What follows belongs to an exercise in optimizing a design on an open flow for small area, a short achievable clock period and few clock cycles; a production flow would make more cautious choices. Only simulation tests tie the RTL to the original design; equivalence was not proved. Power figures rest on the tool's default switching activity, not on a simulated workload.

==> flow/design.v <==
module nrle (
    input             clk,
    input             rst,
    input             reg_we,
    input      [4:0]  reg_addr,
    input      [31:0] reg_wdata,
    output reg [31:0] reg_rdata,
    output            busy,
    output            done,
    output reg        src_re,
    output reg [15:0] src_addr,
    input      [7:0]  src_rdata,
    output reg        dst_we,
    output reg [15:0] dst_addr,
    output reg [7:0]  dst_wdata
);
    localparam R_CTRL = 5'd0, R_STATUS = 5'd1, R_CELL = 5'd2, R_SRCB = 5'd3,
               R_SRCL = 5'd4, R_DSTB = 5'd5, R_OUTC = 5'd6, R_NIBC = 5'd7,
               R_ERRP = 5'd8, R_LUTI = 5'd9, R_LUTO = 5'd10;
    localparam E_ITC = 4'd1, E_PLM = 4'd2, E_DIM = 4'd4, E_ILL = 4'd5;
    localparam P_IDLE  = 4'd0,  P_CHECK = 4'd1,  P_EVAL  = 4'd2,  P_ELOAD = 4'd3,
               P_ESCAN = 4'd4,  P_EEMIT = 4'd5,  P_EFLSH = 4'd6,  P_DHEAD = 4'd7,
               P_DCNT  = 4'd8,  P_DRUN  = 4'd9,  P_DTAIL = 4'd10, P_LUT   = 4'd11;
    reg [2:0]  op;
    reg        map;
    reg        st_busy, st_done, st_err;
    reg [3:0]  err_code;
    reg [15:0] cell_count, src_base, src_len, dst_base;
    reg [15:0] out_count;
    reg [16:0] nib_count, err_pos;
    reg [3:0]  lut_in, lut_out;
    reg [3:0]  phase;
    reg        rd_wait;       
    reg [16:0] i;
    reg [4:0]  r;
    reg [3:0]  cur;
    reg [16:0] k;
    reg [3:0]  hold;
    reg        half;
    reg [15:0] wb;
    reg [16:0] p;
    reg [16:0] out;
    reg [4:0]  reps;
    assign busy = st_busy;
    assign done = st_done;
    function valid_code;
        input [3:0] c;
        valid_code = (c == 4'h0) || (c == 4'h2) || (c == 4'h4) ||
                     (c == 4'h8) || (c == 4'hC);
    endfunction
    function [3:0] code_of;
        input [3:0] d;
        case (d)
            4'd0: code_of = 4'h0;
            4'd1: code_of = 4'h2;
            4'd2: code_of = 4'h4;
            4'd3: code_of = 4'h8;
            default: code_of = 4'hC;
        endcase
    endfunction
    function [3:0] id_of;
        input [3:0] c;
        case (c)
            4'h2: id_of = 4'd1;
            4'h4: id_of = 4'd2;
            4'h8: id_of = 4'd3;
            4'hC: id_of = 4'd4;
            default: id_of = 4'd0;
        endcase
    endfunction
    function in_valid;
        input [7:0] b;
        input       m;
        in_valid = m ? (b <= 8'd4) : ((b[7:4] == 4'h0) && valid_code(b[3:0]));
    endfunction
    function [3:0] in_code;
        input [7:0] b;
        input       m;
        in_code = m ? code_of(b[3:0]) : b[3:0];
    endfunction
    function [7:0] out_byte;
        input [3:0] c;
        input       m;
        out_byte = m ? {4'h0, id_of(c)} : {4'h0, c};
    endfunction
    always @(*) begin
        case (reg_addr)
            R_CTRL:   reg_rdata = {27'd0, map, op, 1'b0};
            R_STATUS: reg_rdata = {24'd0, err_code, 1'b0, st_err, st_done, st_busy};
            R_CELL:   reg_rdata = {16'd0, cell_count};
            R_SRCB:   reg_rdata = {16'd0, src_base};
            R_SRCL:   reg_rdata = {16'd0, src_len};
            R_DSTB:   reg_rdata = {16'd0, dst_base};
            R_OUTC:   reg_rdata = {16'd0, out_count};
            R_NIBC:   reg_rdata = {15'd0, nib_count};
            R_ERRP:   reg_rdata = {15'd0, err_pos};
            R_LUTI:   reg_rdata = {28'd0, lut_in};
            R_LUTO:   reg_rdata = {28'd0, lut_out};
            default:  reg_rdata = 32'd0;
        endcase
    end
    wire [16:0] n17   = {1'b0, cell_count};
    wire [16:0] l2    = {src_len, 1'b0};           
    wire [16:0] sb17  = {1'b0, src_base};
    wire [16:0] db17  = {1'b0, dst_base};
    wire [16:0] half_n   = (n17 + 17'd1) >> 1;
    wire        enc_ovf  = (sb17 + n17 > 17'h10000) || (db17 + half_n > 17'h10000);
    wire        dec_ovf  = (sb17 + {1'b0, src_len} > 17'h10000) || (db17 + n17 > 17'h10000);
    function [3:0] pick_nib;
        input [7:0]  b;
        input        lowhalf;
        pick_nib = lowhalf ? b[3:0] : b[7:4];
    endfunction
    wire [3:0] head_nib  = pick_nib(src_rdata, p[0]);
    wire [16:0] p1       = p + 17'd1;
    wire [3:0] count_nib = pick_nib(src_rdata, p1[0]);
    wire [16:0] ir       = i + {12'd0, r};
    wire [16:0] ceil_p   = (p + 17'd1) >> 1;
    always @(*) begin
        src_re    = 1'b0;
        src_addr  = 16'd0;
        dst_we    = 1'b0;
        dst_addr  = 16'd0;
        dst_wdata = 8'd0;
        case (phase)
            P_EVAL: begin
                src_re   = (i != n17) && !rd_wait;
                src_addr = src_base + i[15:0];
            end
            P_ELOAD: begin
                src_re   = !rd_wait;
                src_addr = src_base + i[15:0];
            end
            P_ESCAN: begin
                src_re   = (ir < n17) && (r < 5'd18) && !rd_wait;
                src_addr = src_base + ir[15:0];
            end
            P_EEMIT: begin
                dst_addr = dst_base + wb;
                if (r < 5'd3) begin
                    dst_we    = half;
                    dst_wdata = {hold, cur};
                end else begin
                    dst_we    = 1'b1;
                    dst_wdata = half ? {hold, cur | 4'h1} : {cur | 4'h1, r[3:0] - 4'd3};
                end
            end
            P_EFLSH: begin
                dst_we    = half;
                dst_addr  = dst_base + wb;
                dst_wdata = {hold, 4'h0};
            end
            P_DHEAD: begin
                src_re   = (out != n17) && (p != l2) && !rd_wait;
                src_addr = src_base + p[16:1];
                dst_addr = dst_base + out[15:0];
                dst_wdata = out_byte(head_nib, map);
                dst_we   = rd_wait && valid_code(head_nib & 4'hE) && !head_nib[0];
            end
            P_DCNT: begin
                src_re   = (p1 != l2) && !rd_wait;
                src_addr = src_base + p1[16:1];
            end
            P_DRUN: begin
                dst_we    = 1'b1;
                dst_addr  = dst_base + out[15:0];
                dst_wdata = out_byte(cur, map);
            end
            default: ;
        endcase
    end
    task finish_ok;
        begin
            phase   <= P_IDLE;
            st_busy <= 1'b0;
            st_done <= 1'b1;
        end
    endtask
    task finish_err;
        input [3:0]  code;
        input [16:0] pos;
        begin
            phase     <= P_IDLE;
            st_busy   <= 1'b0;
            st_done   <= 1'b1;
            st_err    <= 1'b1;
            err_code  <= code;
            err_pos   <= pos;
            out_count <= 16'd0;
            nib_count <= 17'd0;
        end
    endtask
    always @(posedge clk) begin
        if (rst || (reg_we && reg_addr == R_CTRL && reg_wdata[15])) begin
            op         <= 3'd0;
            map        <= 1'b0;
            st_busy    <= 1'b0;
            st_done    <= 1'b0;
            st_err     <= 1'b0;
            err_code   <= 4'd0;
            cell_count <= 16'd0;
            src_base   <= 16'd0;
            src_len    <= 16'd0;
            dst_base   <= 16'd0;
            out_count  <= 16'd0;
            nib_count  <= 17'd0;
            err_pos    <= 17'd0;
            lut_in     <= 4'd0;
            lut_out    <= 4'd0;
            phase      <= P_IDLE;
            rd_wait    <= 1'b0;
        end else begin
            if (reg_we && !st_busy) begin
                case (reg_addr)
                    R_CTRL: begin
                        op  <= reg_wdata[3:1];
                        map <= reg_wdata[4];
                        if (reg_wdata[0]) begin
                            st_busy   <= 1'b1;
                            st_done   <= 1'b0;
                            st_err    <= 1'b0;
                            err_code  <= 4'd0;
                            out_count <= 16'd0;
                            nib_count <= 17'd0;
                            err_pos   <= 17'd0;
                            phase     <= P_CHECK;
                            rd_wait   <= 1'b0;
                        end
                    end
                    R_CELL: cell_count <= reg_wdata[15:0];
                    R_SRCB: src_base   <= reg_wdata[15:0];
                    R_SRCL: src_len    <= reg_wdata[15:0];
                    R_DSTB: dst_base   <= reg_wdata[15:0];
                    R_LUTI: lut_in     <= reg_wdata[3:0];
                    default: ;
                endcase
            end
            case (phase)
                P_CHECK: begin
                    case (op)
                        3'd0: if (enc_ovf) finish_err(E_DIM, 17'd0);
                              else begin i <= 17'd0; phase <= P_EVAL; end
                        3'd1: if (dec_ovf) finish_err(E_DIM, 17'd0);
                              else begin p <= 17'd0; out <= 17'd0; phase <= P_DHEAD; end
                        3'd2, 3'd3: phase <= P_LUT;
                        default: finish_err(E_ILL, 17'd0);
                    endcase
                end
                P_LUT: begin
                    if (op == 3'd2) begin
                        if (lut_in <= 4'd4) begin
                            lut_out <= code_of(lut_in);
                            finish_ok;
                        end else begin
                            lut_out <= 4'd0;
                            finish_err(E_ITC, 17'd0);
                        end
                    end else begin
                        if (valid_code(lut_in)) begin
                            lut_out <= id_of(lut_in);
                            finish_ok;
                        end else begin
                            lut_out <= 4'd0;
                            finish_err(E_ITC, 17'd0);
                        end
                    end
                end
                P_EVAL: begin
                    if (i == n17) begin
                        i     <= 17'd0;
                        k     <= 17'd0;
                        half  <= 1'b0;
                        wb    <= 16'd0;
                        phase <= (cell_count == 16'd0) ? P_EFLSH : P_ELOAD;
                    end else if (!rd_wait) begin
                        rd_wait <= 1'b1;
                    end else begin
                        rd_wait <= 1'b0;
                        if (!in_valid(src_rdata, map))
                            finish_err(E_ITC, i);
                        else
                            i <= i + 17'd1;
                    end
                end
                P_ELOAD: begin
                    if (!rd_wait) begin
                        rd_wait <= 1'b1;
                    end else begin
                        rd_wait <= 1'b0;
                        cur     <= in_code(src_rdata, map);
                        r       <= 5'd1;
                        phase   <= P_ESCAN;
                    end
                end
                P_ESCAN: begin
                    if (!rd_wait) begin
                        if ((ir < n17) && (r < 5'd18))
                            rd_wait <= 1'b1;
                        else
                            phase <= P_EEMIT;
                    end else begin
                        rd_wait <= 1'b0;
                        if (in_code(src_rdata, map) == cur)
                            r <= r + 5'd1;
                        else
                            phase <= P_EEMIT;
                    end
                end
                P_EEMIT: begin
                    if (r < 5'd3) begin
                        k <= k + 17'd1;
                        if (half) begin
                            wb   <= wb + 16'd1;
                            half <= 1'b0;
                        end else begin
                            hold <= cur;
                            half <= 1'b1;
                        end
                        i     <= i + 17'd1;
                        phase <= (i + 17'd1 < n17) ? P_ELOAD : P_EFLSH;
                    end else begin
                        k  <= k + 17'd2;
                        wb <= wb + 16'd1;
                        if (half)
                            hold <= r[3:0] - 4'd3;
                        i     <= ir;
                        phase <= (ir < n17) ? P_ELOAD : P_EFLSH;
                    end
                end
                P_EFLSH: begin
                    out_count <= half ? wb + 16'd1 : wb;
                    nib_count <= k;
                    half      <= 1'b0;
                    finish_ok;
                end
                P_DHEAD: begin
                    if (out == n17) begin
                        phase <= P_DTAIL;
                    end else if (p == l2) begin
                        finish_err(E_PLM, p);
                    end else if (!rd_wait) begin
                        rd_wait <= 1'b1;
                    end else begin
                        rd_wait <= 1'b0;
                        if (!valid_code(head_nib & 4'hE)) begin
                            finish_err(E_ITC, p);
                        end else if (!head_nib[0]) begin
                            out <= out + 17'd1;
                            p   <= p + 17'd1;
                        end else begin
                            cur   <= head_nib & 4'hE;
                            phase <= P_DCNT;
                        end
                    end
                end
                P_DCNT: begin
                    if (p1 == l2) begin
                        finish_err(E_PLM, p1);
                    end else if (!rd_wait) begin
                        rd_wait <= 1'b1;
                    end else begin
                        rd_wait <= 1'b0;
                        if (out + {13'd0, count_nib} + 17'd3 > n17) begin
                            finish_err(E_PLM, p);
                        end else begin
                            reps  <= {1'b0, count_nib} + 5'd3;
                            p     <= p + 17'd2;
                            phase <= P_DRUN;
                        end
                    end
                end
                P_DRUN: begin
                    out  <= out + 17'd1;
                    reps <= reps - 5'd1;
                    if (reps == 5'd1)
                        phase <= P_DHEAD;
                end
                P_DTAIL: begin
                    if (ceil_p < {1'b0, src_len}) begin
                        finish_err(E_PLM, p);
                    end else begin
                        out_count <= out[15:0];
                        nib_count <= p;
                        finish_ok;
                    end
                end
                default: ;
            endcase
        end
    end
endmodule
==> flow/constraint.sdc <==
create_clock -name core_clock -period 10.0 [get_ports {clk}]
set_input_delay 2.0000 -clock core_clock [delete_from_list [all_inputs] [get_ports {clk}]]
set_output_delay 2.0000 -clock core_clock [all_outputs]
set_load 0.01 [all_outputs]
==> flow/run.sh <==
#!/bin/bash
# synth_recipe.tcl (not shown) runs the flow's synth.tcl, then flattens the netlist and writes it again
# the make line also repeats each setting of config.mk as NAME=value (left out here)
make -C /OpenROAD-flow-scripts/flow DESIGN_CONFIG=/design/flow/config.mk WORK_HOME=/design/flow/orfs CLKGATE_MAP_FILE= SYNTH_SCRIPT=/design/flow/synth_recipe.tcl finish
==> flow/config.mk <==
export PLATFORM = sky130hd
export DESIGN_NAME = nrle
export DESIGN_NICKNAME = nrle
export VERILOG_FILES = /design/flow/design.v
export SDC_FILE = /design/flow/constraint.sdc
export NUM_CORES = 4
export LEC_CHECK = 0
export CAP_MARGIN = 20
export CORE_MARGIN = 2
export CORE_UTILIZATION = 40
export SLEW_MARGIN = 20
==> summary.md <==
| Metric | Value |
|---|---|
| Overall Global Routing Usage | 32.0% |
| Fin crit period | 8.65 ns |
| Post-synth top flop | dfxtp_1 |
| First-pass GRT wire length | 144000 um |
| Routed vias/inst | 6.32 |
| GPL Wtd Cong | roughly 1 |
| Clock power frac | 35.0% |
| Synth warn | 1 |
| Setup bufs post-CTS | 0 |
| Final wirelength | 99200 um |
| Pint | 2.13 mW |
| Reg power frac | approximately a third |
| Post-synth EDFFs | 103 |
| Post-DP HPWL | approximately 74000 um |
| Die Wd | 244 um |
| Clk buf depth | 3 |
| Std cell rows | 87 |
| Post-synthesis async set-or-reset flop share | 0% |
| Commonest non-fill, non-tap cell in the layout | nand2_1 |
| Max Cap Viol | 0 |
| Util after Layout | between 40 and 50% |
| DRC | 0 |
| Fillers | 5679 |
| Sw frac | 36.5% |
| Max Freq | 0.116 GHz |
| CP startpoint kind | flop |
| Synthesized flop and latch total | 241 |
| Pre-CTS setup slack | roughly 1.6 ns |
| Most frequent cells in the layout | nand2_1 (376), nor2_1 (276), a21oi_1 (229), ha_1 (184), o21ai_0 (143) |
| CTS H-tree depth | 1 |
| Final Skew | 0.0275 ns |
| Clock transition at path regs | 0.07 ns |
| CTS root buffer | clkbuf_16 |
| Layout Cells excl Fill | 3736 |
| Worst setup path category | flop to output pin |
| Area growth syn-to-layout | 11.5% |
| Vias | 23621 |
| Combinational share of power | 30.8% |
| Diode count | 0 |
| Number of clock sinks | between 200 and 250 |
| Final worst setup slack | 1.35 ns |
| CTS tree | built |
| Layout cells sized above 1 | roughly 6.6% |
| Pins Over Slew Limit | 0 |
| Status | complete, no violations |
| Synth top area cells | edfxtp_1 (13%), dfxtp_1 (12%), ha_1 (10%) |
| Worst hold slack | 0.478 ns |
| Sum Neg Setup Slack | 0 ns |
| Hold_buf cts | 0 |
| Setup crit end kind | output pin |
| Die Y | 244 um |
| Slew HR | 24.2% |
| Initial drt markers | 2696 |
| Final setup violation count | 0 |
| Initial antenna violation count | 2 |
| Yosys cell types | 86 |
| Placed Area | 24600 um2 |
| Synthesized area | about 23000 um2 |
| Dpl cells | 3680 |
| Clk latency of the worst-skew pair | 0.60 ns |
| Global route overflow | 0 |
| Hold Fails Final Rpt | 0 |
| Largest net degree at the start of global routing | 83 |
| Worst Hold Class | flop to flop |
| Post-Synthesis Cells | 2970 |
| Pwr per Cell Area | between 100 and 150 nW/um2 |
| Final Power | 3.35 mW |
| First-pass DRT Iterations | 9 |
| Top-Level Pins | 124 |
| Post-synthesis sequential area ratio | between 20 and 30% |
| Slew @ Worst Pin | approximately 1.1 ns |
| Post-route cell area | 25700 um2 |
| Unrepaired setup endpoints after global routing | false |
| Core Region | between 50000 and 60000 um2 |
| Cts repair resizes | 0 |
| CP max FO | 37 |
| Die footprint | 59600 um2 |
| Post-synth top area share | 13.4% |
| Initial Util | 40.7% |
| Syn avg cell area | 7.76 um2 |
| Leak Pwr | around 9.6 nW |
| Crit path DAT | ~6.7 ns |
| # nets final | 3197 |
| Final Cycle Share | between 80% and 90% |
| Area leader, netlist | edfxtp_1 |
| CTS buffer count | 30 |
| Worst Path Required | 8.00 ns |
| Number of global-route vias before repair | 22259 |
| Number of routed nets with antenna violations | 0 |
| I/O Buffers | slightly above 90 |
| P_sw | 1.22 mW |
| VDD IR max | 0.119 mV |
| Wire per inst | 26.5 um |
-- cells in the mapped netlist (8+ instances only) --
cell type,number
nand2_1,377
nor2_1,280
a21oi_1,231
ha_1,184
clkbuf_1,170
o21ai_0,143
dfxtp_1,138
xnor2_1,136
inv_1,118
xor2_1,110
edfxtp_1,103
nand3_1,99
a22oi_1,83
nor3_1,67
nand4_1,47
nor2b_1,42
a21o_1,41
nand2b_1,34
and3_1,31
o2bb2ai_2,30
o21a_1,27
nor4_1,25
o211ai_1,24
a222oi_1,21
mux2_2,21
a211oi_1,20
a22o_1,20
a31oi_1,20
o22ai_1,20
a221oi_1,19
mux2i_1,17
buf_4,15
and2_1,14
o21bai_1,14
nor3b_1,13
or4_1,13
buf_1,12
or3_1,11
a311oi_1,9
nor4b_1,9
a31o_2,8
fa_1,8
o31ai_1,8
-- path summary, 6_finish.rpt --
kind         cells after the start                    start                      end  slack [ns]
max                             19      phase[2]$_SDFF_PP0_             src_addr[14]        1.35
min                              1  nib_count[1]$_SDFF_PP0_  nib_count[1]$_SDFF_PP0_        0.48
max reg2reg                     26           p[0]$_DFFE_PP_  out_count[2]$_SDFF_PP0_        3.32
min reg2reg                      1  nib_count[1]$_SDFF_PP0_  nib_count[1]$_SDFF_PP0_        0.48
-- power by group through the flow --
| stage | clock, mW | combinational, mW | sequential [mW] |
|---|---|---|---|
| after floorplan | 0 | 0.692 | 1.10 |
| after global placement | 0 | 1.00 | 1.17 |
| after detailed placement | 0 | 1.01 | 1.16 |
| after CTS | 1.18 | 1.02 | 1.14 |
| after global routing | 1.22 | 1.11 | 1.15 |
| final | 1.17 | 1.03 | 1.15 |
-- cell type report --
cell class              count  area [um2]  share of cell area, %
flip-flops and latches    241        5860                   22.8
inverters                 119         447                   1.74
clock inverters            17         144                  0.560
well taps                 756         946                   3.68
multi-input cells        2417       16000                   62.4
repair buffers            148        1360                   5.29
clock buffers              38         918                   3.57
-- registers in the layout (all words and copies together), names as in the netlist, 16 cells and up --
register	count
src_len	16
i	17
cell_count	16
err_pos	17
dst_base	16
wb	16
p	17
out_count	16
nib_count	17
out	17
src_base	16
k	17
-- worst max-delay path, stage by stage, from the launching register on --
cell and delay, ns:
dfxtp_1 0.77, nand2b_1 0.39, nor3_2 0.06, buf_4 0.27, nor2_1 0.73, nand2_1 0.43
a21oi_1 0.34, ha_1 0.30, nor2b_1 0.15, o21ai_0 0.23, a21oi_1 0.14, o21ai_0 0.16
nand2b_1 0.11, a21o_1 0.20, a41o_1 0.25, o41ai_1 0.43, o21ai_0 0.20, xnor2_1 0.16
nor2_1 0.16, clkdlybuf4s50_1 0.57
-- kinds of logic after synthesis --
logic type               Yosys count  synth area share [%]
AO/OA/AOI/OAI                    832                  25.0
XOR/XNOR                         246                  9.35
adder cells (fa/ha/maj)          192                  10.7
buffers and inverters            326                  5.69
flip-flops                       241                  25.4
multiplexers                      38                  1.76
other                              1                0.0163
AND/OR/NAND/NOR                 1094                  22.1
-- routing by layer --
layer	share of wire [%]	vias to the layer above	GRT usage, %
met4	6.6	4	18.2
met1	40	11327	41.6
met2	44	1219	50.5
met3	8.8	315	5.22
li1	-	10756	-
met5	0.027	-	0
Testbench counts, summed over its fixed seeds: cycles 456,529.

## what the ideal ports hide
In the flow no input, the clock included, has a driving cell. The finished layout below was timed again as built, in two steps.
Step 1 (the two cells are an assumption about what drives the block):
set clk [get_ports {clk}]
set_driving_cell -lib_cell sky130_fd_sc_hd__clkbuf_16 $clk
set_driving_cell -lib_cell sky130_fd_sc_hd__buf_2 [delete_from_list [all_inputs] $clk]
Step 2 times the ports against the registers' clock, not the clock port: input delays grow and output delays shrink by t, the midpoint of the rising clock arrivals with the driver on.
Three values: ideal ports, drivers, drivers and shift; two values: the first two.
t (ns): 0.647
slack for setup (ns): 1.352 / 1.292 / 1.538
clock arrival spread, ns: 0.028 / 0.028
slew at the worst register clock pin (ns): 0.07 / 0.07
After both steps setup and hold are still met in this run. The setup slack of this run moves by -0.060 ns with the drivers and by +0.186 ns with both steps.
